Background: an optimization exercise with open tools, aiming at small area, a short achievable clock period and few clock cycles. Do not read the settings as production practice. Function was checked by simulation only, so behaviour that the tests miss may differ from the original. Power figures rest on the tool's default switching activity, not on a simulated workload.

### design/flow/design.v
module pae_a_decoder (
    input  wire       clk,
    input  wire       rst,
    input  wire       start,
    output wire       busy,
    output wire       done,
    output reg  [3:0] err,
    output reg  [3:0] width,
    output reg        order,
    output reg  [1:0] mode,
    input  wire       in_valid,
    input  wire [7:0] in_data,
    input  wire       in_last,
    output wire       in_ready,
    output wire       out_valid,
    output wire [7:0] out_data,
    input  wire       out_ready
);
    localparam [3:0] E_NONE       = 4'd0,
                     E_INV_SIZE   = 4'd6,
                     E_NON_SQUARE = 4'd7,
                     E_RUN_OVF    = 4'd8,
                     E_DATA_OVF   = 4'd9,
                     E_TRUNC      = 4'd10;
    localparam [3:0] P_IDLE = 4'd0,
                     P_HDR  = 4'd1,    
                     P_OT   = 4'd2,    
                     P_DATA = 4'd3,    
                     P_PRE  = 4'd4,    
                     P_OFF  = 4'd5,    
                     P_CHK  = 4'd6,    
                     P_MODE = 4'd7,    
                     P_T1   = 4'd8,    
                     P_END  = 4'd9,    
                     P_FIX  = 4'd10;   
    reg        busy_r, done_r;
    reg [3:0]  ps;
    reg [9:0]  win;          
    reg [3:0]  rp;           
    reg        wlast;        
    wire        b1 = win[9];             
    wire        b0 = win[8];             
    wire        have2 = (rp >= 4'd2);
    wire        have1 = (rp != 4'd0);
    assign in_ready = busy_r && !wlast &&
                      ((ps == P_HDR) ||
                       ((rp <= 4'd2) && (ps != P_END)));
    wire       ld = in_ready && in_valid;
    reg        plane;
    reg [12:0] pm;           
    reg [3:0]  k;            
    reg [12:0] rv;           
    reg        big;          
    reg        off;          
    wire [7:0]  wsq   = width * width;
    wire [12:0] npl1  = {wsq, 5'd1};
    wire        rovf  = big || (rv > pm);
    wire        rfull = (rv == pm);
    reg [12:0] rz;           
    reg [1:0]  cnt;          
    reg [7:0]  ob;           
    reg        ofull;        
    localparam QD = 4;       
    reg [2*QD-1:0] fq;       
    reg [3:0]  fc;
    wire [1:0] fq0 = fq[1:0];
    wire       can_push = !ofull || out_ready;
    wire [7:0] ob_base  = ofull ? 8'd0 : ob;
    wire [2:0] room     = 3'd4 - {1'b0, cnt};
    wire       rz_nz    = (rz[12:1] != 12'd0);
    wire       rz_last  = (rz <= {9'd0, room} + 13'd4);
    wire       rz_cmpl  = (rz > {10'd0, room});
    wire       pop      = can_push && !rz_nz && (fc != 4'd0);
    wire       efree    = (!rz_nz && (fc == 4'd0)) ||
                          (can_push && rz_nz && rz_last && (fc == 4'd0)) ||
                          (can_push && !rz_nz && (fc == 4'd1));
    reg        push;         
    reg        hand;         
    reg [1:0]  cons;         
    always @(*) begin
        push = 1'b0;
        hand = 1'b0;
        cons = 2'd0;
        case (ps)
        P_OT, P_MODE, P_PRE, P_OFF: if (have2) cons = 2'd2;
        P_DATA: if (have2 && ({b1, b0} == 2'd0 || fc != QD)) begin
                    cons = 2'd2;
                    push = ({b1, b0} != 2'd0);
                end
        P_T1:   if (have1) cons = 2'd1;
        P_CHK:  hand = !rovf && efree;
        default: ;
        endcase
    end
    reg [2*QD-1:0] fq_n;
    wire [3:0] widx = fc - {3'd0, pop};
    integer i;
    always @(*) begin
        fq_n = pop ? {2'b00, fq[2*QD-1:2]} : fq;
        if (push)
            for (i = 0; i < QD; i = i + 1)
                if (widx == i) fq_n[2*i +: 2] = {b1, b0};
    end
    wire hdr_take = (ps == P_HDR) && (rp[3]);
    wire [9:0] wsh = (cons == 2'd2) ? {win[7:0], 2'b00} :
                     (cons == 2'd1) ? {win[8:0], 1'b0} : win;
    wire        pm_ld  = (ps == P_OT) || (ps == P_T1) || ((ps == P_MODE) && !b1);
    wire [12:0] pm_sum = pm - rv;
    wire        pm_upd = ((ps == P_DATA) && push && !off) || hand || (ps == P_FIX);
    wire [12:0] pm_n   = pm_ld ? npl1 : pm_upd ? pm_sum : pm;
    wire [3:0] rp_c = hdr_take ? rp - 4'd8 : rp - {2'd0, cons};
    always @(posedge clk) begin
        if (rst) begin
            busy_r <= 1'b0;
            done_r <= 1'b0;
            ps     <= P_IDLE;
            ofull  <= 1'b0;
            err    <= E_NONE;
            rz     <= 13'd0;
            fc     <= 3'd0;
            cnt    <= 2'd0;
            ob     <= 8'd0;
        end else begin
            done_r <= 1'b0;
            if (ld) begin
                case (rp_c[1:0])
                2'd0:    win <= {in_data, 2'b00};
                2'd1:    win <= {wsh[9], in_data, 1'b0};
                default: win <= {wsh[9:8], in_data};
                endcase
                wlast <= in_last;
            end else begin
                win <= wsh;
            end
            rp <= rp_c + (ld ? 4'd8 : 4'd0);
            pm <= pm_n;
            case (ps)
            P_HDR: if (hdr_take) begin
                width <= win[9:6];
                if (win[9:6] != win[5:2]) begin
                    err <= E_NON_SQUARE;
                    ps  <= P_END;
                end else if (win[9:6] == 4'd0) begin
                    err <= E_INV_SIZE;
                    ps  <= P_END;
                end else begin
                    ps  <= P_OT;
                end
            end
            P_OT: if (have2) begin
                order <= b1;
                plane <= 1'b0;
                off   <= 1'b0;
                rv    <= 13'd1;
                k     <= 4'd0;
                ps    <= b0 ? P_DATA : P_PRE;
            end else if (wlast) begin
                err <= E_TRUNC;
                ps  <= P_END;
            end
            P_DATA: if (have2) begin
                if ({b1, b0} == 2'd0) begin
                    k   <= 4'd0;
                    rv  <= 13'h1fff;
                    ps  <= off ? P_FIX : P_PRE;
                end else if (push) begin
                    off <= 1'b0;
                    if (off ? (pm == 13'd1) : (pm == 13'd2))
                        ps <= plane ? P_END : P_MODE;
                end
            end else if (wlast) begin
                err <= E_TRUNC;
                ps  <= P_END;
            end
            P_PRE: if (have2) begin
                big <= (k >= 4'd6);
                if (b1 && b0) begin
                    if (k == 4'd7) begin
                        err <= E_RUN_OVF;
                        ps  <= P_END;
                    end else begin
                        k <= k + 4'd1;
                    end
                end else if (b1) begin
                    rv <= 13'd1;
                    k  <= k + 4'd1;
                    ps <= P_OFF;
                end else begin
                    rv <= {11'd1, b0};
                    ps <= (k == 4'd0) ? P_CHK : P_OFF;
                end
            end else if (wlast) begin
                err <= E_TRUNC;
                ps  <= P_END;
            end
            P_OFF: if (have2) begin
                rv <= {rv[10:0], b1, b0};
                k  <= k - 4'd1;
                if (k == 4'd1)
                    ps <= P_CHK;
            end else if (wlast) begin
                err <= E_TRUNC;
                ps  <= P_END;
            end
            P_CHK: begin
                if (rovf) begin
                    err <= E_DATA_OVF;
                    ps  <= P_END;
                end else if (hand) begin
                    off <= 1'b1;
                    rv  <= 13'd1;
                    if (rfull)
                        ps <= plane ? P_END : P_MODE;
                    else
                        ps <= P_DATA;
                end
            end
            P_MODE: if (have2) begin
                if (b1) begin
                    mode <= {1'b0, b0} + 2'd1;
                    ps   <= P_T1;
                end else begin
                    mode  <= 2'd0;
                    plane <= 1'b1;
                    off   <= 1'b0;
                    rv    <= 13'd1;
                    k     <= 4'd0;
                    ps    <= b0 ? P_DATA : P_PRE;
                end
            end else if (wlast) begin
                err <= E_TRUNC;
                ps  <= P_END;
            end
            P_T1: if (have1) begin
                plane <= 1'b1;
                off   <= 1'b0;
                rv    <= 13'd1;
                k     <= 4'd0;
                ps    <= b1 ? P_DATA : P_PRE;
            end else if (wlast) begin
                err <= E_TRUNC;
                ps  <= P_END;
            end
            P_FIX: begin
                off <= 1'b0;
                ps  <= P_PRE;
            end
            P_END: begin
                if (!rz_nz && fc == 4'd0 && can_push && busy_r && !done_r) begin
                    done_r <= 1'b1;
                    busy_r <= 1'b0;
                    ps     <= P_IDLE;
                end
            end
            default: ;
            endcase
            if (can_push) begin
                if (rz_nz) begin
                    if (rz_last) begin
                        rz  <= 13'd0;
                        cnt <= cnt + rz[1:0] - 2'd1;
                    end else begin
                        rz  <= rz - {10'd0, room};
                        cnt <= 2'd0;
                    end
                    ob    <= ob_base;
                    ofull <= rz_cmpl;
                end else if (fc != 4'd0) begin
                    cnt   <= cnt + 2'd1;
                    ob    <= ob_base | ({fq0, 6'd0} >> {cnt, 1'b0});
                    ofull <= (cnt == 2'd3);
                end else begin
                    ob    <= ob_base;
                    ofull <= 1'b0;
                end
            end
            fq <= fq_n;
            fc <= fc + {3'd0, push} - {3'd0, pop};
            if (hand)
                rz <= rv;
            if (start && !busy_r) begin
                busy_r <= 1'b1;
                ps     <= P_HDR;
                rp     <= 4'd0;
                wlast  <= 1'b0;
                rz     <= 13'd0;
                fc     <= 3'd0;
                cnt    <= 2'd0;
                ob     <= 8'd0;
                err    <= E_NONE;
                mode   <= 2'd0;
            end
        end
    end
    assign busy      = busy_r;
    assign done      = done_r;
    assign out_valid = ofull;
    assign out_data  = ob;
endmodule
### design/flow/run.sh
#!/bin/bash
# synth_recipe.tcl (not shown) runs the flow's synth.tcl, then flattens the netlist and writes it again
# the make line also repeats each setting of config.mk as NAME=value (left out here)
make -C /OpenROAD-flow-scripts/flow DESIGN_CONFIG=/design/flow/config.mk WORK_HOME=/design/flow/orfs CLKGATE_MAP_FILE= SYNTH_SCRIPT=/design/flow/synth_recipe.tcl finish
### design/flow/config.mk
export PLATFORM = sky130hd
export DESIGN_NAME = pae_a_decoder
export DESIGN_NICKNAME = pae_a_decoder
export VERILOG_FILES = /design/flow/design.v
export SDC_FILE = /design/flow/constraint.sdc
export NUM_CORES = 4
export LEC_CHECK = 0
export CAP_MARGIN = 20
export CORE_MARGIN = 2
export CORE_UTILIZATION = 40
export CTS_BUF_LIST = sky130_fd_sc_hd__clkbuf_8
export PLACE_DENSITY = 0.6
export SETUP_SLACK_MARGIN = 4.75
export SLEW_MARGIN = 20
### design/flow/constraint.sdc
create_clock -name core_clock -period 8.0 [get_ports {clk}]
set_input_delay 1.6000 -clock core_clock [delete_from_list [all_inputs] [get_ports {clk}]]
set_output_delay 1.6000 -clock core_clock [all_outputs]
set_load 0.01 [all_outputs]
==> results of run 1 <==
## power by group through the flow
stage	clock, W	sequential [W]	combinational [W]
floorplan	0	0.000775	0.000997
global placement	0	0.000817	0.00127
detailed placement	0	0.000818	0.00127
CTS	0.000368	0.000798	0.00135
global route	0.000390	0.000816	0.00156
finish	0.000357	0.000801	0.00140
## registers in the layout (all words and copies together), names as in the netlist, 8 cells and up
name,count
rz,13
pm,13
rv,13
win,10
fq,8
ob,8
## per-stage QoR
step	std cells	power [W]	setup slack, ps
3_5_place_dp	1033	0.00209	3590
4_1_cts	1061	0.00252	4600
5_1_grt	1067	0.00277	4690
6_report	1067	0.00256	4780
2_1_floorplan	800	0.00177	4600
3_3_place_gp	1033	0.00209	3640
## what timing repair did
item                                    in CTS  in global routing
gates resized for setup                     21                 21
pin swaps                                    4                  3
hold endpoints to repair                     0                  0
endpoints found under the setup margin      90                 79
setup buffers                               12                  6
## Yosys cell counts (all sizes together) (6+ instances only)
library cell,instances,area [um2]
nand2,54,203
mux2i,16,160
ha,40,500
a21o,13,97.6
nand4,9,56.3
xnor2,17,149
a21oi,78,405
nand2b,10,65.1
dfxtp,38,761
nor3,30,155
a211oi,7,52.6
nand3,19,95.1
a31oi,9,56.3
a221oi,7,61.3
inv,47,176
o21ai,53,265
buf,6,37.5
a22oi,16,125
nor2b,24,150
nor2,96,360
nand3b,7,52.6
clkbuf,32,120
xor2,8,70.1
a32oi,6,52.6
and2,14,87.6
nor4,13,93.8
edfxtp,63,1890
## critical path: cells and delay by family (launching register included)
family | cells | cell delay, ps
buf+inv | 2 | 340
flops | 1 | 330
compound gates | 1 | 120
simple gates | 2 | 440
## kinds of logic after synthesis
kind of cell,Yosys count,share of synthesized area
xor+xnor,25,0.0316
fa+ha+maj,44,0.0839
flops,101,0.383
buf+inv,86,0.0488
simple gates,297,0.216
mux,19,0.0280
compound gates,228,0.209
## how the worst max path moves through the flow
stage	from	to	slack, ps	cells past startpoint
finish	ps[1]	in_ready	4780	5
global route	ps[1]	in_ready	4690	5
CTS	ps[3]	in_ready	4600	5
detailed placement	out_ready	fq[4]	3590	10
global placement	out_ready	fq[4]	3640	10
floorplan	out_ready	pm[0]	4600	9
## cell usage in the layout, fill, tap and decap left out, drive strengths merged, types with 9 or more instances in the layout
cell           synthesis  final
nor2                  96     96
a21oi                 78     78
edfxtp                63     63
nand2                 54     54
o21ai                 53     53
inv                   47     51
ha                    40     40
dfxtp                 38     38
clkdlybuf4s50          0     34
nor3                  30     30
buf                    6     28
nor2b                 24     24
nand3                 19     19
xnor2                 17     17
mux2i                 16     16
a22oi                 16     16
and2                  14     14
a21o                  13     13
nor4                  13     13
clkbuf                32     11
nand2b                10     10
nand4                  9      9
a31oi                  9      9
## layout make-up
class / count / area (um2)
inverters: 48 / 184
well taps: 225 / 282
clock buffers: 9 / 124
flip-flops and latches: 101 / 2660
fillers: 1664 / 9050
multi-input cells: 613 / 4120
clock inverters: 7 / 90.1
repair buffers: 64 / 606
## metal layers
layer	global-route usage	wire [um]
met1	0.286	8430
met2	0.324	8460
met3	0.0393	1010
met4	0.0637	329
met5	0	0
==> qor.yml, run 1 <==
outcome:
  status: "no timing/DRC/antenna violations"
timing:
  setup_tns_ps: 0
  worstMarginPinSlew_ps: 818
  setup_viol: 0
  fmax_mhz: 310
  hold_violations: 0
  maxSlewViolCount: 0
  fin_skew_ps: 16.2
  slew_headroom: 0.452
  rsz0062_at_grt: "yes"
  holdWs_ps: 470
  period_minus_slack_ps: 3220
  post-route-period-util: 0.403
worst_hold_path:
  min-delay-start: "ob[0]"
  hold_depth: 2
  hold_path_class: "register to register"
  hold_end: "ob[0]"
floorplan:
  die_width_um: 136
  die-area_um2: 18400
  die_y_um: 136
  core_um2: 17100
  floorplan.initialDensity: 0.404
  num_io_pins: 37
  rows: 48
global_routing:
  antenna_found_initial: 0
  grt_overflow: 0
  grt_util_all_layers: 0.205
  grt_pass1_vias: 5696
  grt_pass1_wl_um: 29800
  grt_max_degree: 29
finish:
  fin_area_um2: 8060
  diodes: 0
  final_layout_size_suffix_gt1_frac: 0.120
  area_growth_pct: 16.5
  finalNetCount: 895
  final_util: 0.471
route:
  wl_um: 18200
  vias: 6075
  vias_per_cell: 5.69
  route.detailed.drc: 0
  wl_per_cell_um: 17.1
  drt-initial-drc-count: 608
  drtAntennaViolNets: 0
  first_pass_iters: 5
setup_path:
  r2r-end: "win[9]"
  required_ps: 6400
  rr_worst_depth: 10
  critPathSlowestCell: "dfxtp_1"
  endpoint_kind: "primary output"
  cp_max_fo: 26
  r2r_start: "rp[1]"
  slowest_delay_ps: 330
  path_cells: "buf_8 > nor2_4 > a22oi_2 > nor3b_2 > clkbuf_2"
  path_class: "register to primary output"
  arrival_ps: 1620
  startpoint_type: "register"
  r2r_slack_ps: 4880
clock_network:
  clk_latency_ps: 390
  holdBufCountCts: 0
  cts_buffer_depth: 2
  cts_made_buffers: 9
  cts_tree: "built"
  htreeDepth: 3
  cts_root_buffer: "clkbuf_8"
  clk_pin_slew_ps: 110
  cts.sinks: 101
place:
  dpl.hpwl_um: 12900
  io_buffers: 36
  dpl_cell_area_um2: 7560
  finalWeightedCongestion: 0.883
logic_synthesis:
  ys_async_sr_fraction: 0
  avgSynthCellArea_um2: 8.65
  yosysSeqAreaShare: 0.383
  synth_fp_nets: 858
  synth-edff-count: 63
  ys_types: 70
  synthCells: 800
  ys.warnings.count: 1
  syn-cell-area_um2: 6920
  ys_ff_latch: 101
  synth_flop_cell: "edfxtp_1"
power:
  p_seq_frac: 0.313
  power_switching_w: 0.00112
  power_frac_clock: 0.139
  netSwitchingFraction: 0.439
  p_int_w: 0.00144
  cellLeakagePower_nw: 3.05
  pwr-share-comb: 0.548
  ir_worst_vdd_uv: 212
  powerDensity_nw_per_um2: 318
flow_run:
  drv_cap: 0
Testbench counts, summed over its fixed seeds: cycles 74,138.
==> run 2: changes to the inputs <==
--- a/design/flow/config.mk
+++ b/design/flow/config.mk
@@ -8,7 +8,7 @@
 export CAP_MARGIN = 20
 export CORE_MARGIN = 2
-export CORE_UTILIZATION = 40
+export CORE_UTILIZATION = 60
 export CTS_BUF_LIST = sky130_fd_sc_hd__clkbuf_8
-export PLACE_DENSITY = 0.6
+export PLACE_DENSITY = 0.8
 export SETUP_SLACK_MARGIN = 4.75
 export SLEW_MARGIN = 20
==> qor.yml, run 2 <==
outcome:
  status: "no timing/DRC/antenna violations"
clock_network:
  cts.sinks: 101  # unchanged
  clk_pin_slew_ps: 110  # about the same
  cts_buffer_depth: 2  # unchanged
  cts_root_buffer: "clkbuf_8"
  clk_latency_ps: 400  # about the same
  cts_made_buffers: 9  # unchanged
  cts_tree: "built"
  htreeDepth: 3  # unchanged
timing:
  setup_tns_ps: 0  # unchanged
  hold_violations: 0  # unchanged
  slew_headroom: 0.451  # about the same
  fin_skew_ps: 15.9  # -0.348 ps
  period_minus_slack_ps: 3260  # +41.8 ps
  setup_viol: 0  # unchanged
  worstMarginPinSlew_ps: 819  # +0.643 ps
  maxSlewViolCount: 0  # unchanged
  post-route-period-util: 0.408  # +0.00523
  rsz0062_at_grt: "yes"
  fmax_mhz: 306  # -1.3%
place:
  dp_cells: 948  # -8.2%
  dpl.hpwl_um: 13100  # +1.6%
  io_buffers: 36  # unchanged
  finalWeightedCongestion: 1.03  # +16%
setup_path:
  required_ps: 6400  # about the same
  critPathSlowestCell: "dfxtp_1"
  endpoint_kind: "primary output"
  arrival_ps: 1660  # +40 ps
  cp_max_fo: 27  # +3.8%
  path_cells: "buf_8 > nor2_4 > nand2_1 > a22oi_1 > nor3b_2 > clkbuf_2"
  slowest_delay_ps: 360  # +30 ps
  path_class: "register to primary output"
  startpoint_type: "register"
logic_synthesis:
  synth-edff-count: 63  # unchanged
  ys_top_cells_by_area: "edfxtp_1 27%, dfxtp_1 11%, ha_1 7.2%, a21oi_1 5.4%, nor2_1 5.2%"
  synth_fp_nets: 858  # unchanged
  ys_async_sr_fraction: 0  # unchanged
  synth_area_leader_cell: "edfxtp_1"
  ys.warnings.count: 1  # unchanged
  synthCells: 800  # unchanged
  synth_top_area_share: 0.273  # unchanged
  synth_flop_cell: "edfxtp_1"
  ys_types: 70  # unchanged
  syn-cell-area_um2: 6920  # unchanged
  yosysSeqAreaShare: 0.383  # unchanged
  yosysMostFrequentCell: "nor2_1"
  avgSynthCellArea_um2: 8.65  # unchanged
  ys_top_cells_by_count: "96 x nor2_1, 74 x a21oi_1, 63 x edfxtp_1, 54 x nand2_1, 52 x o21ai_0"
  ys_ff_latch: 101  # unchanged
route:
  drt-initial-drc-count: 692  # +14%
  drtAntennaViolNets: 0  # unchanged
  wl_per_cell_um: 18.7  # +9.5%
  first_pass_iters: 5  # unchanged
  vias_per_cell: 6.48  # +14%
  wl_um: 18400  # +0.81%
  vias: 6365  # +4.8%
  route.detailed.drc: 0  # unchanged
finish:
  diodes: 0  # unchanged
  mostFrequentLayoutCells: "91 x nor2_1, 71 x a21oi_1, 63 x edfxtp_1, 53 x nand2_1, 51 x o21ai_0"
  final_cells: 982  # -8.0%
  finalNetCount: 892  # -0.34%
  final_util: 0.698  # +0.226
  top_regs: "pm x13, rv x13, rz x13"
  final_layout_size_suffix_gt1_frac: 0.113  # -0.00672
  area_growth_pct: 14.1
  final_common_cell: "nor2_1"
floorplan:
  die_width_um: 111  # -18%
  floorplan.initialDensity: 0.611  # +0.207
  core_um2: 11300  # -34%
  die_y_um: 111  # -18%
  die-area_um2: 12400  # -32%
  num_io_pins: 37  # unchanged
  rows: 39  # -19%
global_routing:
  grt_use_met3: 0.0425  # +0.00318
  grt_max_degree: 29  # unchanged
  grt_util_all_layers: 0.291  # +0.0858
  grt_pass1_vias: 6076  # +6.7%
  antenna_found_initial: 0  # unchanged
  grt_overflow: 0  # unchanged
  use_met1: 0.382  # +0.0957
  use_met2: 0.502  # +0.178
  grt_pass1_wl_um: 29600  # -0.53%
  grt-busiest-layer: "met2"
flow_run:
  drv_cap: 0  # unchanged
worst_hold_path:
  hold_path_class: "register to register"
power:
  cellLeakagePower_nw: 3.03  # -0.69%
  ir_worst_vdd_uv: 249  # +17%
  powerDensity_nw_per_um2: 320  # +0.84%
[run 2: cell counts after synthesis]
No cell type changed its count.
[run 2: power breakdown]
group | total (W) | internal [W] | switching [W]
clock network | 0.000316 | 0.000125 | 0.000192
logic | 0.00140 | 0.000568 | 0.000834
registers | 0.000812 | 0.000707 | 0.000105
[run 2: cells by family (layout without fill, tap and decap cells)]
group / count (synthesis) / count (layout) / share of synthesized area
compound gates: 228 / 228 / 0.209
xor+xnor: 25 / 25 / 0.0316
fa+ha+maj: 44 / 44 / 0.0839
buf+inv: 86 / 125 / 0.0488
flops: 101 / 101 / 0.383
mux: 19 / 19 / 0.0280
simple gates: 297 / 297 / 0.216
[run 2: timing repair]
item	in CTS	in global routing
buffers inserted	11	7
hold buffers	0	0
gates resized for setup	26	14
pin swaps	4	2
endpoints found under the setup margin	91	67
[run 2: path summary, 6_finish.rpt]
check             start       end  slack (ps)  cells past startpoint
hold reg to reg   ob[1]     ob[1]         460                      2
setup / recovery  ps[2]  in_ready        4740                      6
hold / removal    ob[1]     ob[1]         460                      2
setup reg to reg  rp[3]    win[9]        4930                     10
[run 2: area by class of cell]
cell class,instances,area (um2)
Clock buffer,10,138
Clock inverter,6,47.5
Fill cell,892,3420
Inverter,48,184
Multi-Input combinational cell,613,4120
Sequential cell,101,2660
Tap cell,143,179
Timing Repair Buffer,61,569
[run 2: metal layers]
layer	vias up	wire length, um
met4	0	406
met3	42	1210
li1	3002	-
met5	-	0
met2	298	9100
met1	3023	7650
[run 2: critical path: cells and delay by family (launching register included)]
family                 cells  cell delay, ps
AOI/OAI and AO/OA          1              80
buffers and inverters      2             380
DFF                        1             360
and+or+nand+nor            3             440
[run 2: per-stage QoR]
stage	worst slack (ps)	power, W	instance area (um2)	hold slack, ps
3_3_place_gp	3690	0.00203	7430	447
3_5_place_dp	3520	0.00210	7430	451
4_1_cts	4570	0.00246	7810	466
6_report	4740	0.00253	7900	462
2_1_floorplan	4600	0.00177	7000	424
5_1_grt	4660	0.00269	7900	489
==> run 3: changes to the inputs <==
==> design/flow/flow/run.sh (new file) <==
#!/bin/bash
# The standard layout (the standard.sh, ORFS from synthesis to finish),
# with one change: the buffers that ORFS puts on every input and output port
# are the platform's smallest buffer, sky130_fd_sc_hd__buf_1, instead of the
# cell buffer_ports picks by default (clkdlybuf4s50_1). The resizer may still
# resize them. The make output goes to layout.log; ORFS keeps each step's
# log under orfs/logs.
set -euo pipefail
export BUFFER_PORTS_ARGS="-buffer_cell sky130_fd_sc_hd__buf_1"
bash standard.sh > layout.log 2>&1
==> design/flow/standard.sh (new file) <==
#!/bin/bash
# synth_recipe.tcl (not shown) runs the flow's synth.tcl, then flattens the netlist and writes it again
# the make line also repeats each setting of config.mk as NAME=value (left out here)
make -C /OpenROAD-flow-scripts/flow DESIGN_CONFIG=/design/flow/config.mk WORK_HOME=/design/flow/orfs CLKGATE_MAP_FILE= SYNTH_SCRIPT=/design/flow/synth_recipe.tcl "${@:-finish}"
--- a/design/flow/config.mk
+++ b/design/flow/config.mk
@@ -8,7 +8,7 @@
 export CAP_MARGIN = 20
 export CORE_MARGIN = 2
-export CORE_UTILIZATION = 60
+export CORE_UTILIZATION = 40
 export CTS_BUF_LIST = sky130_fd_sc_hd__clkbuf_8
-export PLACE_DENSITY = 0.8
+export PLACE_DENSITY = 0.6
 export SETUP_SLACK_MARGIN = 4.75
 export SLEW_MARGIN = 20
removed: design/flow/run.sh
==> qor.yml, run 3 <==
route:
  vias_per_cell: 5.67  # -13%
  drtAntennaViolNets: 0  # unchanged
  wl_per_cell_um: 16.7  # -11%
  route.detailed.drc: 0  # unchanged
  wl_um: 17700  # -3.5%
  first_pass_iters: 5  # unchanged
  vias: 6024  # -5.4%
  drt-initial-drc-count: 643  # -7.1%
timing:
  fmax_mhz: 305  # -0.35%
  rsz0062_at_grt: "yes"
  setup_ws_ps: 4730  # -11.4 ps
  worstMarginPinSlew_ps: 850  # +31.3 ps
  holdWs_ps: 462  # -0.327 ps
  setup_tns_ps: 0  # unchanged
  period_minus_slack_ps: 3270  # +11.4 ps
  maxSlewViolCount: 0  # unchanged
  post-route-period-util: 0.409  # +0.00143
  slew_headroom: 0.432  # -0.0190
  hold_violations: 0  # unchanged
  setup_viol: 0  # unchanged
  fin_skew_ps: 13.9  # -1.99 ps
global_routing:
  use_met2: 0.309  # -0.193
  antenna_found_initial: 0  # unchanged
  use_met1: 0.285  # -0.0970
  grt_util_all_layers: 0.200  # -0.0916
  grt_overflow: 0  # unchanged
  grt_pass1_wl_um: 28800  # -2.7%
  grt_max_degree: 29  # unchanged
  grt_pass1_vias: 5442  # -10%
  grt-busiest-layer: "met2"
  grt_use_met3: 0.0232  # -0.0193
logic_synthesis:
  yosysSeqAreaShare: 0.383  # unchanged
  syn-cell-area_um2: 6920  # unchanged
  ys_ff_latch: 101  # unchanged
  synth_area_leader_cell: "edfxtp_1"
  synth_fp_nets: 858  # unchanged
  synthCells: 800  # unchanged
  ys.warnings.count: 1  # unchanged
  synth-edff-count: 63  # unchanged
  ys_top_cells_by_area: "edfxtp_1 27%, dfxtp_1 11%, ha_1 7.2%, a21oi_1 5.4%, nor2_1 5.2%"
  ys_top_cells_by_count: "96 x nor2_1, 74 x a21oi_1, 63 x edfxtp_1, 54 x nand2_1, 52 x o21ai_0"
  yosysMostFrequentCell: "nor2_1"
  synth_flop_cell: "edfxtp_1"
  ys_types: 70  # unchanged
  ys_async_sr_fraction: 0  # unchanged
  synth_top_area_share: 0.273  # unchanged
  avgSynthCellArea_um2: 8.65  # unchanged
place:
  post-place-ws_ps: 3990  # +473 ps
  dp_cells: 1033  # +9.0%
  dpl.hpwl_um: 12800  # -3.0%
  io_buffers: 36  # unchanged
  finalWeightedCongestion: 0.896  # -13%
finish:
  diodes: 0  # unchanged
  final_common_cell: "nor2_1"
  area_growth_pct: 12.5
  mostFrequentLayoutCells: "91 x nor2_1, 73 x a21oi_1, 63 x edfxtp_1, 53 x nand2_1, 51 x o21ai_0"
  final_cells: 1063  # +8.2%
  final_layout_size_suffix_gt1_frac: 0.106  # -0.00702
  final_util: 0.455  # -0.243
  fillers: 1662  # +86%
  finalNetCount: 891  # -0.11%
  top_regs: "pm x13, rv x13, rz x13"
floorplan:
  die_width_um: 136  # +22%
  rows: 48  # +23%
  num_io_pins: 37  # unchanged
  die-area_um2: 18400  # +48%
  floorplan.initialDensity: 0.404  # -0.207
  core_um2: 17100  # +51%
  die_y_um: 136  # +22%
setup_path:
  path_class: "register to primary output"
  r2r_slack_ps: 4920  # about the same
  arrival_ps: 1670  # about the same
  required_ps: 6400  # about the same
  startpoint_type: "register"
  endpoint_kind: "primary output"
  cp_max_fo: 6  # -78%
power:
  p_seq_frac: 0.324  # +0.003
  powerDensity_nw_per_um2: 320  # -0.28%
  power_switching_w: 0.00109  # -3.3%
  ir_worst_vdd_uv: 261  # +5.1%
  pwr-share-comb: 0.536  # -0.018
  p_int_w: 0.00140  # -0.32%
  power_frac_clock: 0.139  # +0.014
  netSwitchingFraction: 0.439  # -0.00751
  cellLeakagePower_nw: 2.94  # -3.0%
flow_run:
  drv_cap: 0  # unchanged
clock_network:
  cts_root_buffer: "clkbuf_8"
  clk_pin_slew_ps: 100  # about the same
  cts.sinks: 101  # unchanged
  cts_buffer_depth: 2  # unchanged
  cts_tree: "built"
  htreeDepth: 3  # unchanged
  holdBufCountCts: 0  # unchanged
  cts_made_buffers: 9  # unchanged
  clk_latency_ps: 390  # about the same
worst_hold_path:
  hold_path_class: "register to register"
outcome:
  status: "no timing/DRC/antenna violations"
## run 3: cell counts after synthesis
No cell type changed its count.
## run 3: timing repair
item                       CTS  global route
setup buffers                6             8
setup endpoints to repair   75            53
resized for setup           12            17
gates cloned                 0             0
pin swaps                    4             2
## run 3: cell type report
cell class / instances / area [um2] / area share
Clock buffer: 9 / 124 / 0.0159
Tap cell: 225 / 282 / 0.0362
Multi-Input combinational cell: 613 / 4090 / 0.525
Sequential cell: 101 / 2660 / 0.341
Inverter: 48 / 184 / 0.0236
Timing Repair Buffer: 60 / 370 / 0.0476
Clock inverter: 7 / 78.8 / 0.0101
## run 3: kinds of logic after synthesis
family / after synthesis / share of synthesized area
AND/OR/NAND/NOR: 297 / 0.216
AO/OA/AOI/OAI: 228 / 0.209
flip-flops: 101 / 0.383
buffers and inverters: 86 / 0.0488
adder cells (fa/ha/maj): 44 / 0.0839
XOR/XNOR: 25 / 0.0316
multiplexers: 19 / 0.0280
## run 3: power groups by stage
stage | sequential (W) | clock [W] | combinational (W)
final | 0.000807 | 0.000347 | 0.00133
after global routing | 0.000822 | 0.000374 | 0.00150
after CTS | 0.000808 | 0.000358 | 0.00129
after detailed placement | 0.000818 | 0 | 0.00124
after global placement | 0.000817 | 0 | 0.00124
after floorplan | 0.000775 | 0 | 0.000997
## run 3: per-layer routing
| layer | vias up | wire length [um] |
|---|---|---|
| met3 | 35 | 732 |
| met4 | 0 | 427 |
| li1 | 2983 | - |
| met1 | 2844 | 8320 |
| met5 | - | 0 |
| met2 | 162 | 8240 |
## run 3: metrics by stage
step                      power [W]  cell area [um2]
after floorplan             0.00177             7000
after global placement      0.00206             7330
after detailed placement    0.00206             7330
after CTS                   0.00245             7650
after global routing        0.00269             7790
final                       0.00249             7790
## run 3: worst max-delay path, stage by stage, from the launching register on
cell      delay (ps)
edfxtp_1         530
a211oi_2         220
a22oi_1          100
nor3b_2          260
clkbuf_2         170
## run 3: worst paths after layout
path | start | endpoint | depth (start not counted)
setup reg to reg | rp[1] | win[9] | 9
hold reg to reg | ob[0] | ob[0] | 2
hold / removal | ob[0] | ob[0] | 2
setup / recovery | rp[1] | in_ready | 4
==> run 4: changes to the inputs <==
==> design/flow/flow/run.sh (replaced) <==
#!/bin/bash
# Layout flow: the standard synthesis (the standard.sh synth), then the
# combinational gates between the flip-flops re-mapped for area by ABC
# (flow/resyn.ys; the flip-flops are untouched), then the rest of the
# standard ORFS flow (standard.sh) on that netlist, with the port buffers
# made of sky130_fd_sc_hd__buf_1 instead of the default cell. Each tool's
# output goes to its own log here: synth.log, resyn.log, layout.log (and
# ORFS's step logs under orfs/logs).
set -euo pipefail
WORK=$(pwd)
export BUFFER_PORTS_ARGS="-buffer_cell sky130_fd_sc_hd__buf_1"
R=$WORK/orfs/results/${FLOW_PLATFORM}/pae_a_decoder/base
LIB=$FLOW_HOME/platforms/${FLOW_PLATFORM}/lib/sky130_fd_sc_hd__tt_025C_1v80.lib

bash standard.sh synth > synth.log 2>&1

cp "$R/1_2_yosys.v" "$WORK/std_netlist.v"
sed -e "s#{LIB}#$LIB#g" -e "s#{STD}#$WORK/std_netlist.v#g" -e "s#{TOP}#$FLOW_TOP#g" \
    -e "s#{ABC}#$WORK/flow/resyn.abc#g" -e "s#{STAT}#$WORK/resyn_stat.txt#g" \
    -e "s#{OUT}#$WORK/resyn_netlist.v#g" flow/resyn.ys > resyn_run.ys
YOSYS=$(command -v yosys || echo "$FLOW_HOME/../tools/install/yosys/bin/yosys")
"$YOSYS" -s resyn_run.ys > resyn.log 2>&1

# same flip-flops, by instance name, as the standard synthesis
ffs() { grep -oE 'sky130_fd_sc_hd__(e?dfxtp|dfrtp|dfstp|sdfxtp)_[0-9]+ +[^ ]+' "$1" | sort; }
if ! cmp -s <(ffs "$WORK/std_netlist.v") <(ffs "$WORK/resyn_netlist.v"); then
    echo "resynthesis changed the flip-flops; keeping the standard netlist" >> resyn.log
else
    cp "$WORK/resyn_netlist.v" "$R/1_2_yosys.v"
    rm -f "$R/1_synth.odb" "$R/1_synth.sdc"
fi

bash standard.sh > layout.log 2>&1
==> design/flow/flow/resyn.abc (new file) <==
strash
&get -n
&deepsyn -T 30
&put
dch
map
topo
==> design/flow/flow/resyn.ys (new file) <==
# Re-map the combinational logic of the standard synthesis for area. The
# flip-flops are kept as they are (same instances, names and cell types);
# only the gates between them are rebuilt by ABC.
read_liberty -ignore_miss_func {LIB}
read_verilog {STD}
hierarchy -top {TOP}
setattr -mod -set keep_hierarchy 1 sky130_fd_sc_hd__dfxtp_1 sky130_fd_sc_hd__edfxtp_1 sky130_fd_sc_hd__dfrtp_1 sky130_fd_sc_hd__dfstp_1 sky130_fd_sc_hd__dfbbp_1 sky130_fd_sc_hd__sdfxtp_1 sky130_fd_sc_hd__dlxtp_1
flatten
select {TOP}
opt -purge
abc -liberty {LIB} -dont_use *lpflow* -dont_use *probe* -script {ABC}
opt_clean -purge
hilomap -singleton -hicell sky130_fd_sc_hd__conb_1 HI -locell sky130_fd_sc_hd__conb_1 LO
splitnets
opt_clean -purge
tee -o {STAT} stat -liberty {LIB}
write_verilog -noattr -noexpr -nohex -nodec -selected {OUT}
==> qor.yml, run 4 <==
route:
  wl_um: 16900  # -4.7%
  first_pass_iters: 6  # +1
  vias: 5663  # -6.0%
  wl_per_cell_um: 16.4  # -1.5%
  drtAntennaViolNets: 0  # unchanged
  drt-initial-drc-count: 542  # -16%
  vias_per_cell: 5.51  # -2.8%
  route.detailed.drc: 0  # unchanged
global_routing:
  antenna_found_initial: 0  # unchanged
  grt-busiest-layer: "met2"
  grt_max_degree: 16  # -45%
  use_met2: 0.382  # +0.0722
  grt_pass1_vias: 5296  # -2.7%
  grt_pass1_wl_um: 26500  # -8.1%
  use_met1: 0.284  # -0.00102
  grt_use_met3: 0.0526  # +0.0294
  grt_util_all_layers: 0.227  # +0.0272
  grt_overflow: 0  # unchanged
logic_synthesis:
  avgSynthCellArea_um2: 7.63  # -12%
  ys.warnings.count: 1  # unchanged
  synthCells: 746  # -6.8%
  synth_fp_nets: 760  # -11%
  syn-cell-area_um2: 5690  # -18%
power:
  p_int_w: 0.000992  # -29%
  netSwitchingFraction: 0.393  # -0.0460
  power.total_w: 0.00163  # -34%
  powerDensity_nw_per_um2: 232  # -27%
  p_seq_frac: 0.420  # +0.096
  power_frac_clock: 0.190  # +0.051
  pwr-share-comb: 0.391  # -0.145
  cellLeakagePower_nw: 2.51  # -15%
  ir_worst_vdd_uv: 117  # -55%
  power_switching_w: 0.000642  # -41%
setup_path:
  rr_worst_depth: 16  # +7
  required_ps: 8100  # +1700 ps
  path_class: "register to register"
  cp_max_fo: 13  # +7
  r2r-end: "pm[11]"
  r2r_slack_ps: 4750  # -170 ps
  critPathSlowestCell: "edfxtp_1"
  critPathLaunch: "rv[0]"
  arrival_ps: 3360  # +1690 ps
  path_cells: "or2b_4 > o21ai_4 > a21oi_4 > o21bai_4 > a21oi_2 > o211ai_1 > nand3_2 > a21oi_2 > o21bai_1 > o2bb2ai_1 > a31oi_2 > o21bai_4 > nand3_4 > buf_4 > a31oi_4 > buf_12"
  startpoint_type: "register"
  r2r_start: "rv[0]"
  endpoint_kind: "register"
  slowest_delay_ps: 430  # -100 ps
finish:
  mostFrequentLayoutCells: "133 x nand2_1, 103 x clkinv_1, 88 x nor2_1, 63 x edfxtp_1, 48 x o21ai_0"
  area_growth_pct: 23.5
  final_common_cell: "nand2_1"
  final_layout_size_suffix_gt1_frac: 0.177  # +0.0707
  finalNetCount: 857  # -3.8%
  final_util: 0.506  # +0.0515
  multi_input_area_um2: 2930  # -28%
  fillers: 1329  # -20%
  top_regs: "pm x13, rv x13, rz x13"
  regArea_um2: 2660  # +0.14%
  diodes: 0  # unchanged
timing:
  setup_ws_ps: 4750  # +22.4 ps
  period_minus_slack_ps: 3250  # -22.4 ps
  slew_headroom: 0.469  # +0.0364
  setup_viol: 0  # unchanged
  hold_violations: 0  # unchanged
  worstMarginPinSlew_ps: 789  # -61.3 ps
  holdWs_ps: 488  # +25.6 ps
  maxSlewViolCount: 0  # unchanged
  fmax_mhz: 307  # +0.69%
  fin_skew_ps: 6.17  # -7.71 ps
  setup_tns_ps: 0  # unchanged
  post-route-period-util: 0.407  # -0.00280
  rsz0062_at_grt: "yes"
floorplan:
  num_io_pins: 37  # unchanged
  core_um2: 13900  # -19%
  floorplan.initialDensity: 0.410  # +0.00564
  die-area_um2: 15200  # -17%
  rows: 43  # -10%
  die_y_um: 123  # -9.0%
  die_width_um: 123  # -9.0%
clock_network:
  clk_pin_slew_ps: 90  # about the same
  cts_buffer_depth: 2  # unchanged
  cts.sinks: 101  # unchanged
  cts_root_buffer: "clkbuf_8"
  clk_latency_ps: 380  # about the same
  cts_tree: "built"
  holdBufCountCts: 0  # unchanged
  cts_made_buffers: 9  # unchanged
  htreeDepth: 3  # unchanged
place:
  dpl.hpwl_um: 12200  # -4.7%
  post-place-ws_ps: 4110  # +124 ps
  finalWeightedCongestion: 1.02  # +13%
  io_buffers: 36  # unchanged
worst_hold_path:
  min-delay-start: "err[0]"
  hold_end: "err[0]"
  hold_path_class: "register to register"
  hold_depth: 2  # unchanged
outcome:
  status: "no timing/DRC/antenna violations"
flow_run:
  drv_cap: 0  # unchanged
-- run 4: changes by cell type in the layout (fill, tap and decap cells not counted), sizes merged, moves of 11 or more --
cell / before / now
nor2b: 24 / 0
and2: 14 / 0
a21oi: 78 / 54
buf: 58 / 85
a21o: 13 / 1
inv: 50 / 10
ha: 40 / 0
xnor2: 17 / 4
nand3: 19 / 39
clkinv: 3 / 110
mux2i: 16 / 0
nand2: 54 / 139
or2: 3 / 14
-- run 4: what timing repair did --
action                                  4_1_cts  5_1_grt
setup buffers                                27       20
pin swaps                                    14       23
cloned                                        1        0
endpoints found under the setup margin       66       91
resized for setup                            34       49
-- run 4: critical path: cells and delay by family, from the launching register on --
family	cells	cell delay [ps]
simple gates	3	500
compound gates	11	1700
buf+inv	2	340
flops	1	430
-- run 4: final cells by class --
type / instances / share of cell area
Sequential cell: 101 / 0.379
Timing Repair Buffer: 85 / 0.0817
Clock inverter: 5 / 0.00356
Tap cell: 180 / 0.0320
Multi-Input combinational cell: 529 / 0.416
Inverter: 117 / 0.0662
Clock buffer: 11 / 0.0215
-- run 4: per-stage QoR --
stage          cells  cell area (um2)
2_1_floorplan    746             5780
3_3_place_gp     964             6160
3_5_place_dp     964             6160
4_1_cts         1008             6710
5_1_grt         1028             7030
6_report        1028             7030
-- run 4: power by group through the flow --
stage               logic (W)  clock network (W)  registers, W
floorplan            0.000401                  0      0.000677
global placement     0.000516                  0      0.000695
detailed placement   0.000518                  0      0.000697
CTS                  0.000572           0.000313      0.000685
global route         0.000710           0.000332      0.000694
finish               0.000638           0.000310      0.000686
-- run 4: worst max-delay path by stage --
stage	to	cells past startpoint
2_1_floorplan	rv[0]	16
3_3_place_gp	cnt[1]	8
3_5_place_dp	cnt[1]	8
4_1_cts	rv[10]	17
5_1_grt	pm[10]	14
6_report	pm[11]	16
-- run 4: metal layers --
metal / wire, um / vias up
met5: 0 / -
met4: 432 / 0
met3: 891 / 39
met2: 8130 / 177
met1: 7440 / 2646
li1: - / 2801
==> run 5: changes to the inputs <==
==> design/flow/flow/resyn.abc (replaced) <==
strash
&get -n
&deepsyn -T 30
&put
dch
map -a
topo
==> qor.yml, run 5 <==
clock_network:
  cts_tree: "built"
  cts.sinks: 101  # unchanged
  cts_buffer_depth: 2  # unchanged
  clk_latency_ps: 400  # +20 ps
  htreeDepth: 3  # unchanged
  cts_made_buffers: 9  # unchanged
  holdBufCountCts: 0  # unchanged
  clk_pin_slew_ps: 110  # +20 ps
  cts_root_buffer: "clkbuf_8"
setup_path:
  path_class: "register to register"
  rr_worst_depth: 34  # +18
  cp_max_fo: 2  # -11
  r2r_start: "pm[0]"
  critPathSlowestCell: "edfxtp_1"
  startpoint_type: "register"
  slowest_delay_ps: 450  # +20 ps
  critPathLaunch: "pm[0]"
  cpMostUsedCell: "buf_4"
  endpoint_kind: "register"
  required_ps: 8250  # +150 ps
  r2r_slack_ps: 3240  # -1510 ps
  arrival_ps: 5010  # +1650 ps
global_routing:
  antenna_found_initial: 0  # unchanged
  grt_util_all_layers: 0.257  # +0.0305
  grt_pass1_wl_um: 29700  # +12%
  grt_overflow: 0  # unchanged
  grt_max_degree: 17  # +1
  grt_pass1_vias: 5741  # +8.4%
timing:
  setup_ws_ps: 3240  # -1510 ps
  slew_headroom: 0.353  # -0.116
  maxSlewViolCount: 0  # unchanged
  worstMarginPinSlew_ps: 962  # +173 ps
  setup_viol: 0  # unchanged
  period_minus_slack_ps: 4760  # +1510 ps
  setup_tns_ps: 0  # unchanged
  hold_violations: 0  # unchanged
  post-route-period-util: 0.595  # +0.188
  fin_skew_ps: 19.4  # +13.3 ps
  fmax_mhz: 210  # -32%
  rsz0062_at_grt: "yes"
logic_synthesis:
  ys.warnings.count: 1  # unchanged
  synth_fp_nets: 753  # -0.92%
  avgSynthCellArea_um2: 7.62  # -0.12%
  synthCells: 739  # -0.94%
  syn-cell-area_um2: 5630  # -1.1%
floorplan:
  die_width_um: 123  # -0.52%
  core_um2: 13800  # -0.39%
  rows: 43  # unchanged
  num_io_pins: 37  # unchanged
  die-area_um2: 15000  # -1.0%
  floorplan.initialDensity: 0.407  # -0.00275
  die_y_um: 123  # -0.52%
finish:
  top_regs: "pm x13, rv x13, rz x13"
  area_growth_pct: 30.0
  final_util: 0.530  # +0.0231
  finalNetCount: 893  # +4.2%
  final_layout_size_suffix_gt1_frac: 0.226  # +0.0494
  diodes: 0  # unchanged
  final_common_cell: "nand2_1"
  mostFrequentLayoutCells: "131 x nand2_1, 95 x clkinv_1, 89 x nor2_1, 72 x buf_4, 63 x edfxtp_1"
route:
  vias_per_cell: 5.66  # +2.8%
  vias: 6025  # +6.4%
  drtAntennaViolNets: 0  # unchanged
  wl_per_cell_um: 17.8  # +8.5%
  drt-initial-drc-count: 605  # +12%
  first_pass_iters: 5  # -1
  wl_um: 19000  # +12%
  route.detailed.drc: 0  # unchanged
power:
  ir_worst_vdd_uv: 97.4  # -16%
  cellLeakagePower_nw: 2.67  # +6.6%
  powerDensity_nw_per_um2: 222  # -4.6%
place:
  io_buffers: 36  # unchanged
  dpl.hpwl_um: 12100  # -0.63%
  post-place-ws_ps: 3290  # -820 ps
  finalWeightedCongestion: 0.959  # -5.6%
worst_hold_path:
  hold_path_class: "register to register"
  min-delay-start: "err[2]"
  hold_depth: 2  # unchanged
flow_run:
  drv_cap: 0  # unchanged
outcome:
  status: "no timing/DRC/antenna violations"
-- run 5: changes by cell type in the layout (fill, tap and decap cells not counted), moves of 3 or more --
cell      delta
nor2_2       +9
o211ai_1     -3
nor2_4       +3
clkinv_1     -8
buf_6        +6
xnor2_1      +8
buf_4       +37
or2_2        -7
nand3_1      -5
o21ai_2      +5
clkinv_2     +5
inv_1        +3
-- run 5: timing repair --
item | CTS | global route
endpoints found under the setup margin | 93 | 87
cloned | 2 | 0
gates resized for setup | 48 | 56
pin swaps | 22 | 24
setup buffers | 70 | 19
-- run 5: through the flow --
| step | area [um2] | cells | hold WS [ps] | total power, W |
|---|---|---|---|---|
| after global placement | 6130 | 957 | 456 | 0.00118 |
| final | 7320 | 1064 | 473 | 0.00162 |
| after floorplan | 5750 | 739 | 455 | 0.00106 |
| after CTS | 6980 | 1045 | 464 | 0.00155 |
| after detailed placement | 6130 | 957 | 462 | 0.00119 |
| after global routing | 7320 | 1064 | 508 | 0.00172 |
-- run 5: area by class of cell --
cell class	instances	area [um2]
inverters	118	488
fillers	1259	6500
clock inverters	7	30.0
well taps	180	225
multi-input cells	521	2870
repair buffers	128	920
flip-flops and latches	101	2670
clock buffers	9	124
-- run 5: final timing paths --
kind / to
worst min-delay path: err[2]
worst min register to register: err[2]
worst max-delay path: pm[2]
worst max register to register: pm[2]
-- run 5: where the power goes --
| group | leakage, nW | internal, W | switching [W] | total [W] |
|---|---|---|---|---|
| logic | 1.67 | 0.000246 | 0.000395 | 0.000641 |
| registers | 0.901 | 0.000623 | 0.0000676 | 0.000690 |
| clock network | 0.0997 | 0.000108 | 0.000184 | 0.000292 |
| total | 2.67 | 0.000976 | 0.000647 | 0.00162 |
-- run 5: critical path: cells and delay by family, from the launching register on --
| kind | cells | cell delay [ps] |
|---|---|---|
| compound gates | 1 | 130 |
| buf+inv | 29 | 3410 |
| flops | 1 | 450 |
| simple gates | 4 | 610 |
-- run 5: routing by layer --
metal | vias up | part of all wire | global-route usage
met5 | - | 0 | 0
met4 | 0 | 0.052 | 0.129
met3 | 76 | 0.070 | 0.0400
met2 | 296 | 0.48 | 0.431
met1 | 2827 | 0.40 | 0.322
li1 | 2826 | - | -
==> run 6: changes to the inputs <==
==> design/flow/flow/resyn.abc (replaced) <==
strash
&get -n
&deepsyn -T 30
&st
&dch
&nf
&st
&syn2
&if -g -K 6
&synch2
&nf
&put
topo
==> qor.yml, run 6 <==
global_routing:
  grt_pass1_wl_um: 26100  # -12%
  grt_use_met3: 0.0361  # -0.00388
  grt_max_degree: 25  # +8
  use_met1: 0.274  # -0.0479
  use_met2: 0.336  # -0.0957
  grt_util_all_layers: 0.208  # -0.0497
  grt_overflow: 0  # unchanged
  antenna_found_initial: 0  # unchanged
  grt-busiest-layer: "met2"
  grt_pass1_vias: 5042  # -12%
setup_path:
  r2r-end: "rv[10]"
  endpoint_kind: "primary output"
  startpoint_type: "register"
  critPathLaunch: "ps[1]"
  r2r_start: "ps[0]"
  crit_cells: 6  # -82%
  setup.worst_path.end: "in_ready"
  arrival_ps: 1670  # -3340 ps
  rr_worst_depth: 8  # -76%
  cp_top_family: "simple AND/OR/NAND/NOR gates"
  critPathSlowestCell: "dfxtp_2"
  slowest_delay_ps: 420  # -30 ps
  required_ps: 6400  # -1850 ps
  cp_max_fo: 14  # +12
  timing.critical_path.buf_inv: 1  # -97%
  path_cells: "nor2_4 > nand2_2 > nor2_1 > a21oi_1 > nor3b_2 > buf_1"
  r2r_slack_ps: 4800  # +1560 ps
  path_class: "register to primary output"
logic_synthesis:
  synth_fp_nets: 660  # -12%
  avgSynthCellArea_um2: 8.97  # +18%
  ys.warnings.count: 1  # unchanged
  synthCells: 646  # -13%
  syn-cell-area_um2: 5790  # +2.9%
floorplan:
  die_y_um: 124  # +1.4%
  die-area_um2: 15500  # +2.8%
  num_io_pins: 37  # unchanged
  die_width_um: 124  # +1.4%
  core_um2: 14000  # +1.2%
  floorplan.initialDensity: 0.414  # +0.00702
  rows: 43  # unchanged
power:
  power_switching_w: 0.000736  # +14%
  p_seq_frac: 0.408  # -0.017
  ir_worst_vdd_uv: 108  # +11%
  power_frac_clock: 0.183  # +0.003
  powerDensity_nw_per_um2: 275  # +24%
  cellLeakagePower_nw: 2.35  # -12%
  netSwitchingFraction: 0.399  # +0.000657
  pwr-share-comb: 0.409  # +0.014
  p_int_w: 0.00111  # +13%
route:
  drt-initial-drc-count: 616  # +1.8%
  route.detailed.drc: 0  # unchanged
  wl_um: 16200  # -15%
  vias: 5310  # -12%
  drtAntennaViolNets: 0  # unchanged
  first_pass_iters: 6  # +1
  vias_per_cell: 5.93  # +4.7%
  wl_per_cell_um: 18.0  # +1.1%
finish:
  final_util: 0.479  # -0.0502
  final_layout_size_suffix_gt1_frac: 0.0894  # -0.137
  final_common_cell: "nand2_1"
  fin_area_um2: 6710  # -8.4%
  mostFrequentLayoutCells: "82 x nand2_1, 73 x nor2_1, 63 x edfxtp_1, 39 x a21oi_1, 36 x buf_1"
  fillers: 1354  # +7.5%
  top_regs: "pm x13, rv x13, rz x13"
  final_cells: 896  # -16%
  finalNetCount: 725  # -19%
  area_growth_pct: 15.7
  diodes: 0  # unchanged
place:
  finalWeightedCongestion: 0.902  # -5.9%
  dpl_cell_area_um2: 6270  # +2.3%
  io_buffers: 36  # unchanged
  dp_cells: 866  # -9.5%
  dpl.hpwl_um: 11600  # -4.1%
timing:
  period_minus_slack_ps: 3270  # -1490 ps
  rsz0062_at_grt: "yes"
  post-route-period-util: 0.409  # -0.186
  hold_violations: 0  # unchanged
  setup_tns_ps: 0  # unchanged
  fmax_mhz: 306  # +45%
  worstMarginPinSlew_ps: 830  # -131 ps
  fin_skew_ps: 12.2  # -7.23 ps
  maxSlewViolCount: 0  # unchanged
  setup_viol: 0  # unchanged
  slew_headroom: 0.446  # +0.0932
clock_network:
  cts.sinks: 101  # unchanged
  clk_latency_ps: 390  # about the same
  cts_buffer_depth: 2  # unchanged
  clk_pin_slew_ps: 100  # about the same
  htreeDepth: 3  # unchanged
  cts_tree: "built"
  cts_root_buffer: "clkbuf_8"
  cts_made_buffers: 9  # unchanged
worst_hold_path:
  hold_path_class: "register to register"
outcome:
  status: "no timing/DRC/antenna violations"
flow_run:
  drv_cap: 0  # unchanged
## run 6: area by class of cell
type,instances,area [um2],area share
multi-input combinational,528,3260,0.486
sequential,101,2660,0.397
clock buffer,9,124,0.0185
timing repair buffer,54,295,0.0440
tap,180,225,0.0336
clock inverter,7,71.3,0.0106
inverter,17,68.8,0.0103
## run 6: power groups by stage
stage               clock (W)  sequential, W  combinational [W]
floorplan                   0       0.000732           0.000503
global placement            0       0.000756           0.000648
detailed placement          0       0.000757           0.000659
CTS                  0.000346       0.000749           0.000693
global route         0.000369       0.000764           0.000831
finish               0.000338       0.000751           0.000754
## run 6: worst min-delay path by stage
stage | start | endpoint | slack, ps | cells after the start
5_1_grt | ob[1] | ob[1] | 500 | 2
4_1_cts | ob[1] | ob[1] | 470 | 2
2_1_floorplan | rz[12] | rz[12] | 460 | 2
3_5_place_dp | ob[1] | ob[1] | 450 | 2
3_3_place_gp | ob[0] | ob[0] | 440 | 2
6_report | ob[1] | ob[1] | 470 | 2
## run 6: stage by stage
step	hold WS (ps)	worst slack [ps]	power, W
2_1_floorplan	459	4550	0.00123
3_3_place_gp	443	4020	0.00140
3_5_place_dp	454	3970	0.00142
4_1_cts	475	4680	0.00179
5_1_grt	502	4590	0.00196
6_report	473	4730	0.00184
## run 6: what timing repair did
item / in CTS / in global routing
buffers inserted: 5 / 9
hold endpoints to repair: 0 / 0
endpoints found under the setup margin: 84 / 70
pin swaps: 6 / 4
hold buffers: 0 / 0
resized for setup: 17 / 10
## run 6: routing by layer
layer  vias to the layer above  part of all wire  wire [um]
li1                       2551                 -          -
met1                      2520              0.44       7140
met2                       201              0.48       7690
met3                        38             0.054        872
met4                         0             0.028        451
met5                         -                 0          0
## run 6: worst register-to-register path: cells and delay by family (launching register included)
family / cells / cell delay [ps]
and+or+nand+nor: 3 / 1230
AOI/OAI and AO/OA: 3 / 520
DFF: 1 / 510
buffers and inverters: 2 / 670
==> run 7: changes to the inputs <==
--- a/design/flow/config.mk
+++ b/design/flow/config.mk
@@ -11,4 +11,4 @@
 export CTS_BUF_LIST = sky130_fd_sc_hd__clkbuf_8
 export PLACE_DENSITY = 0.6
-export SETUP_SLACK_MARGIN = 4.75
+export SETUP_SLACK_MARGIN = 5
 export SLEW_MARGIN = 20
==> qor.yml, run 7 <==
setup_path:
  path_class: "register to primary output"
  required_ps: 6400  # about the same
  endpoint_kind: "primary output"
  cp_max_fo: 2  # -12
  arrival_ps: 1510  # -160 ps
  startpoint_type: "register"
timing:
  fin_skew_ps: 12.0  # -0.165 ps
  setup_tns_ps: 0  # unchanged
  worstMarginPinSlew_ps: 951  # +121 ps
  slew_headroom: 0.361  # -0.0850
  hold_violations: 0  # unchanged
  setup_viol: 0  # unchanged
  period_minus_slack_ps: 3110  # -164 ps
  maxSlewViolCount: 0  # unchanged
  post-route-period-util: 0.389  # -0.0205
  fmax_mhz: 322  # +5.3%
  rsz0062_at_grt: "yes"
worst_hold_path:
  hold_path_class: "register to register"
power:
  powerDensity_nw_per_um2: 279  # +1.5%
  cellLeakagePower_nw: 2.56  # +9.1%
  p_seq_frac: 0.370  # -0.038
  ir_worst_vdd_uv: 134  # +24%
  pwr-share-comb: 0.462  # +0.053
  netSwitchingFraction: 0.397  # -0.00245
  power_switching_w: 0.000790  # +7.3%
  p_int_w: 0.00120  # +8.4%
  power_frac_clock: 0.168  # -0.015
  power.total_w: 0.00199  # +8.0%
clock_network:
  cts_made_buffers: 9  # unchanged
  clk_pin_slew_ps: 100  # about the same
  cts_buffer_depth: 2  # unchanged
  htreeDepth: 3  # unchanged
  holdBufCountCts: 0  # unchanged
  clk_latency_ps: 390  # about the same
  cts_tree: "built"
  cts_root_buffer: "clkbuf_8"
  cts.sinks: 101  # unchanged
place:
  finalWeightedCongestion: 0.908  # +0.71%
  dpl_cell_area_um2: 6280  # +0.14%
  dpl.hpwl_um: 11800  # +2.2%
  io_buffers: 36  # unchanged
  dp_cells: 865  # -0.12%
finish:
  fin_area_um2: 7140  # +6.4%
  area_growth_pct: 23.2
  final_layout_size_suffix_gt1_frac: 0.162  # +0.0726
  final_util: 0.510  # +0.0309
  top_regs: "pm x13, rv x13, rz x13"
  diodes: 0  # unchanged
  final_cells: 921  # +2.8%
  mostFrequentLayoutCells: "81 x nand2_1, 67 x nor2_1, 63 x edfxtp_1, 36 x buf_4, 35 x a21oi_1"
  final_common_cell: "nand2_1"
  finalNetCount: 750  # +3.4%
global_routing:
  grt_pass1_vias: 5248  # +4.1%
  grt_overflow: 0  # unchanged
  grt_max_degree: 25  # unchanged
  grt_pass1_wl_um: 26900  # +3.4%
  antenna_found_initial: 0  # unchanged
  grt_util_all_layers: 0.215  # +0.00708
route:
  drtAntennaViolNets: 0  # unchanged
  vias: 5412  # +1.9%
  wl_per_cell_um: 18.3  # +1.3%
  drt-initial-drc-count: 473  # -23%
  route.detailed.drc: 0  # unchanged
  vias_per_cell: 5.88  # -0.85%
  wl_um: 16800  # +4.2%
  first_pass_iters: 5  # -1
floorplan:
  die_y_um: 124  # unchanged
  rows: 43  # unchanged
  die_width_um: 124  # unchanged
  num_io_pins: 37  # unchanged
  floorplan.initialDensity: 0.414  # unchanged
  core_um2: 14000  # unchanged
  die-area_um2: 15500  # unchanged
logic_synthesis:
  ys.warnings.count: 1  # unchanged
  avgSynthCellArea_um2: 8.97  # unchanged
  synthCells: 646  # unchanged
  syn-cell-area_um2: 5790  # unchanged
  synth_fp_nets: 660  # unchanged
flow_run:
  drv_cap: 0  # unchanged
outcome:
  status: "no timing/DRC/antenna violations"
[run 7: area by class of cell]
| cell class | instances | area (um2) |
|---|---|---|
| Clock inverter | 7 | 73.8 |
| Tap cell | 180 | 225 |
| Fill cell | 1341 | 6850 |
| Timing Repair Buffer | 79 | 557 |
| Inverter | 17 | 71.3 |
| Sequential cell | 101 | 2670 |
| Clock buffer | 9 | 124 |
| Multi-Input combinational cell | 528 | 3420 |
[run 7: final timing paths]
check / from / to / slack [ps] / depth (start not counted)
max reg2reg: rz[4] / pm[5] / 5050 / 12
max: rp[0] / in_ready / 4890 / 4
min: ob[3] / ob[3] / 470 / 2
min reg2reg: ob[3] / ob[3] / 470 / 2
[run 7: routing by layer]
layer | wire length [um] | GRT usage
met5 | 0 | 0
met4 | 463 | 0.0925
met3 | 988 | 0.0442
met2 | 8140 | 0.354
met1 | 7230 | 0.273
[run 7: repair_timing]
item,CTS,global route
pin swaps,19,20
buffers inserted,27,11
hold endpoints to repair,0,0
gates cloned,1,1
gates resized for setup,41,36
endpoints found under the setup margin,99,73
[run 7: power groups by stage]
stage	logic [W]	registers, W	clock network [W]
floorplan	0.000505	0.000732	0
CTS	0.000805	0.000740	0.000344
global placement	0.000652	0.000755	0
finish	0.000919	0.000736	0.000335
global route	0.00101	0.000747	0.000362
detailed placement	0.000659	0.000759	0
[run 7: critical path, stage by stage (launching register included)]
cell      delay, ps
edfxtp_1        420
a211oi_2        260
a21oi_2          80
nor3b_2         200
buf_2           160
[run 7: stage by stage]
step                      setup WS (ps)  hold slack, ps
after floorplan                    4550             463
after global placement             3870             447
after detailed placement           3800             457
final                              4890             475
after CTS                          4850             480
after global routing               4780             512
==> run 8: changes to the inputs <==
--- a/design/flow/design.v
+++ b/design/flow/design.v
@@ -43,8 +43,7 @@
     wire        have2 = (rp >= 4'd2);
     wire        have1 = (rp != 4'd0);
-    assign in_ready = busy_r && !wlast &&
-                      ((ps == P_HDR) ||
-                       ((rp <= 4'd2) && (ps != P_END)));
-    wire       ld = in_ready && in_valid;
+    reg        in_rdy;       
+    assign in_ready = in_rdy;
+    wire       ld = in_rdy && in_valid;
     reg        plane;
     reg [12:0] pm;           
@@ -69,6 +68,16 @@
     wire [2:0] room     = 3'd4 - {1'b0, cnt};
     wire       rz_nz    = (rz[12:1] != 12'd0);
-    wire       rz_last  = (rz <= {9'd0, room} + 13'd4);
-    wire       rz_cmpl  = (rz > {10'd0, room});
+    wire       rz_hi0   = (rz[12:4] == 9'd0);
+    reg        rz_lo_le, rz_lo_gt;
+    always @(*) begin
+        case (cnt)
+        2'd0:    begin rz_lo_le = (rz[3:0] <= 4'd8); rz_lo_gt = (rz[3:0] > 4'd4); end
+        2'd1:    begin rz_lo_le = (rz[3:0] <= 4'd7); rz_lo_gt = (rz[3:0] > 4'd3); end
+        2'd2:    begin rz_lo_le = (rz[3:0] <= 4'd6); rz_lo_gt = (rz[3:0] > 4'd2); end
+        default: begin rz_lo_le = (rz[3:0] <= 4'd5); rz_lo_gt = (rz[3:0] > 4'd1); end
+        endcase
+    end
+    wire       rz_last  = rz_hi0 && rz_lo_le;
+    wire       rz_cmpl  = !rz_hi0 || rz_lo_gt;
     wire       pop      = can_push && !rz_nz && (fc != 4'd0);
     wire       efree    = (!rz_nz && (fc == 4'd0)) ||
@@ -114,4 +123,5 @@
             busy_r <= 1'b0;
             done_r <= 1'b0;
+            in_rdy <= 1'b0;
             ps     <= P_IDLE;
             ofull  <= 1'b0;
@@ -134,4 +144,5 @@
             end
             rp <= rp_c + (ld ? 4'd8 : 4'd0);
+            in_rdy <= in_rdy ? !ld : (busy_r && !wlast && (rp_c <= 4'd2));
             pm <= pm_n;
             case (ps)
@@ -250,4 +261,5 @@
                     done_r <= 1'b1;
                     busy_r <= 1'b0;
+                    in_rdy <= 1'b0;
                     ps     <= P_IDLE;
                 end
@@ -281,4 +293,5 @@
             if (start && !busy_r) begin
                 busy_r <= 1'b1;
+                in_rdy <= 1'b1;
                 ps     <= P_HDR;
                 rp     <= 4'd0;
==> qor.yml, run 8 <==
outcome:
  status: "no timing/DRC/antenna violations"
logic_synthesis:
  synth_fp_nets: 643  # -2.6%
  ys.warnings.count: 1  # unchanged
  avgSynthCellArea_um2: 9.16  # +2.2%
clock_network:
  cts.sinks: 102  # +0.99%
  cts_tree: "built"
  cts_made_buffers: 9  # unchanged
  clk_latency_ps: 400  # about the same
  cts_buffer_depth: 2  # unchanged
  holdBufCountCts: 0  # unchanged
  clk_pin_slew_ps: 90  # about the same
power:
  powerDensity_nw_per_um2: 209  # -25%
  cellLeakagePower_nw: 2.58  # +0.88%
  ir_worst_vdd_uv: 118  # -12%
  power.total_w: 0.00146  # -27%
timing:
  worstMarginPinSlew_ps: 1030  # +84.0 ps
  slew_headroom: 0.304  # -0.0575
  hold_violations: 0  # unchanged
  setup_tns_ps: 0  # unchanged
  setup_viol: 0  # unchanged
  fin_skew_ps: 12.0  # -0.0751 ps
  maxSlewViolCount: 0  # unchanged
  setup_ws_ps: 4840  # -53.1 ps
  post-route-period-util: 0.395  # +0.00664
  rsz0062_at_grt: "yes"
  fmax_mhz: 316  # -1.7%
  period_minus_slack_ps: 3160  # +53.1 ps
setup_path:
  cp_top_family: "buffers and inverters"
  arrival_ps: 3280  # +1770 ps
  slowest_delay_ps: 250  # -170 ps
  r2r-end: "pm[3]"
  required_ps: 8110  # +1710 ps
  timing.critical_path.buf_inv: 5  # +4
  cpMostUsedCell: "buf_6"
  critPathSlowestCell: "nor3b_4"
  endpoint_kind: "register"
  startpoint_type: "input pin"
  r2r_slack_ps: 4900  # -150 ps
  rr_worst_depth: 12  # unchanged
  r2r_start: "pm[0]"
  cp_max_fo: 13  # +11
global_routing:
  antenna_found_initial: 0  # unchanged
  grt_pass1_vias: 5070  # -3.4%
  grt_util_all_layers: 0.216  # +0.00119
  grt_max_degree: 25  # unchanged
route:
  vias: 5338  # -1.4%
  wl_um: 16300  # -3.2%
  first_pass_iters: 9  # +4
  drt-initial-drc-count: 542  # +15%
  wl_per_cell_um: 18.1  # -1.2%
finish:
  top_regs: "pm x13, rv x13, rz x13"
  area_growth_pct: 21.6
  mostFrequentLayoutCells: "81 x nor2_1, 63 x edfxtp_1, 59 x nand2_1, 39 x a21oi_1, 36 x dfxtp_1"
  final_common_cell: "nor2_1"
  final_layout_size_suffix_gt1_frac: 0.148  # -0.0137
  fillers: 1334  # -0.52%
  finalNetCount: 731  # -2.5%
floorplan:
  num_io_pins: 37  # unchanged
  rows: 43  # unchanged
  die_width_um: 124  # -0.25%
  floorplan.initialDensity: 0.412  # -0.00215
  die-area_um2: 15400  # -0.50%
place:
  dp_cells: 849  # -1.8%
  post-place-ws_ps: 3610  # -195 ps
  dpl.hpwl_um: 11200  # -5.7%
  finalWeightedCongestion: 0.925  # +1.8%
  io_buffers: 36  # unchanged
worst_hold_path:
  hold_depth: 1  # -1
  hold_end: "ob[0]"
  hold_path_class: "register to register"
  min-delay-start: "ob[0]"
==> run 8: changes by cell type in the layout (fill, tap and decap cells not counted), sizes merged, moves of 5 or more <==
cell / previous run / this run
o22ai: 1 / 10
nand2b: 26 / 15
o21ai: 36 / 31
nor2: 75 / 88
mux2i: 4 / 10
and3: 1 / 7
nor2b: 9 / 20
nor3: 32 / 23
a211oi: 9 / 3
nand2: 84 / 63
==> run 8: routing by layer <==
metal | wire, um | up-vias | track usage
met3 | 839 | 40 | 0.0325
met1 | 7110 | 2564 | 0.280
met2 | 7890 | 189 | 0.360
met5 | 0 | - | 0
li1 | - | 2545 | -
met4 | 443 | 0 | 0.0892
==> run 8: where the power goes <==
group	switching [W]	leakage, nW	internal, W	total (W)
logic	0.000246	1.57	0.000185	0.000430
registers	0.0000609	0.902	0.000605	0.000666
clock network	0.000191	0.112	0.000175	0.000365
==> run 8: through the flow <==
stage / hold WS, ps / cell area [um2] / utilization
2_1_floorplan: 462 / 5840 / -
3_3_place_gp: 450 / 6230 / 0.446
3_5_place_dp: 453 / 6230 / 0.446
4_1_cts: 475 / 6830 / 0.488
5_1_grt: 496 / 7010 / 0.501
6_report: 474 / 7010 / 0.501
==> run 8: area by class of cell <==
cell class,count,area (um2),share of cell area
clock buffer,9,124,0.0177
multi-input combinational,516,3310,0.473
clock inverter,7,90.1,0.0129
timing repair buffer,77,527,0.0752
sequential,102,2680,0.383
tap,180,225,0.0321
inverter,11,46.3,0.00661
==> run 8: worst max-delay path by stage <==
stage                     startpoint  endpoint  slack (ps)  cells after the start
after detailed placement   out_ready     rv[7]        3610                      8
after global placement     out_ready     rv[6]        3760                      8
after global routing       out_ready     pm[3]        4740                     12
after floorplan            out_ready     rv[0]        4300                      7
after CTS                  out_ready     rv[9]        4890                     12
final                      out_ready     pm[3]        4840                     12
==> run 8: worst reg2reg max path, stage by stage, from the launching register on <==
cell and delay [ps]:
edfxtp_1 460, nand2b_4 170, and3b_1 180, o41a_1 390
or3_4 390, a21oi_4 180, a21o_1 170, o21bai_2 100
nor3b_4 190, buf_6 120, nor3_2 270, nor2_4 80
buf_12 160
==> run 8: timing repair <==
| action | in CTS | in global routing |
|---|---|---|
| pin swaps | 16 | 14 |
| endpoints found under the setup margin | 83 | 65 |
| gates cloned | 1 | 0 |
| resized for setup | 32 | 29 |
| setup buffers | 28 | 8 |
Testbench counts of run 8, summed over its fixed seeds: cycles 74,266.

Check on run 8: ideal ports give 4.838 ns setup slack; a clkbuf_16 on the clock port and buf_2 on the inputs give 4.823 ns; moving port delays by the midpoint clock arrival (0.431 ns) as well gives 4.392 ns.
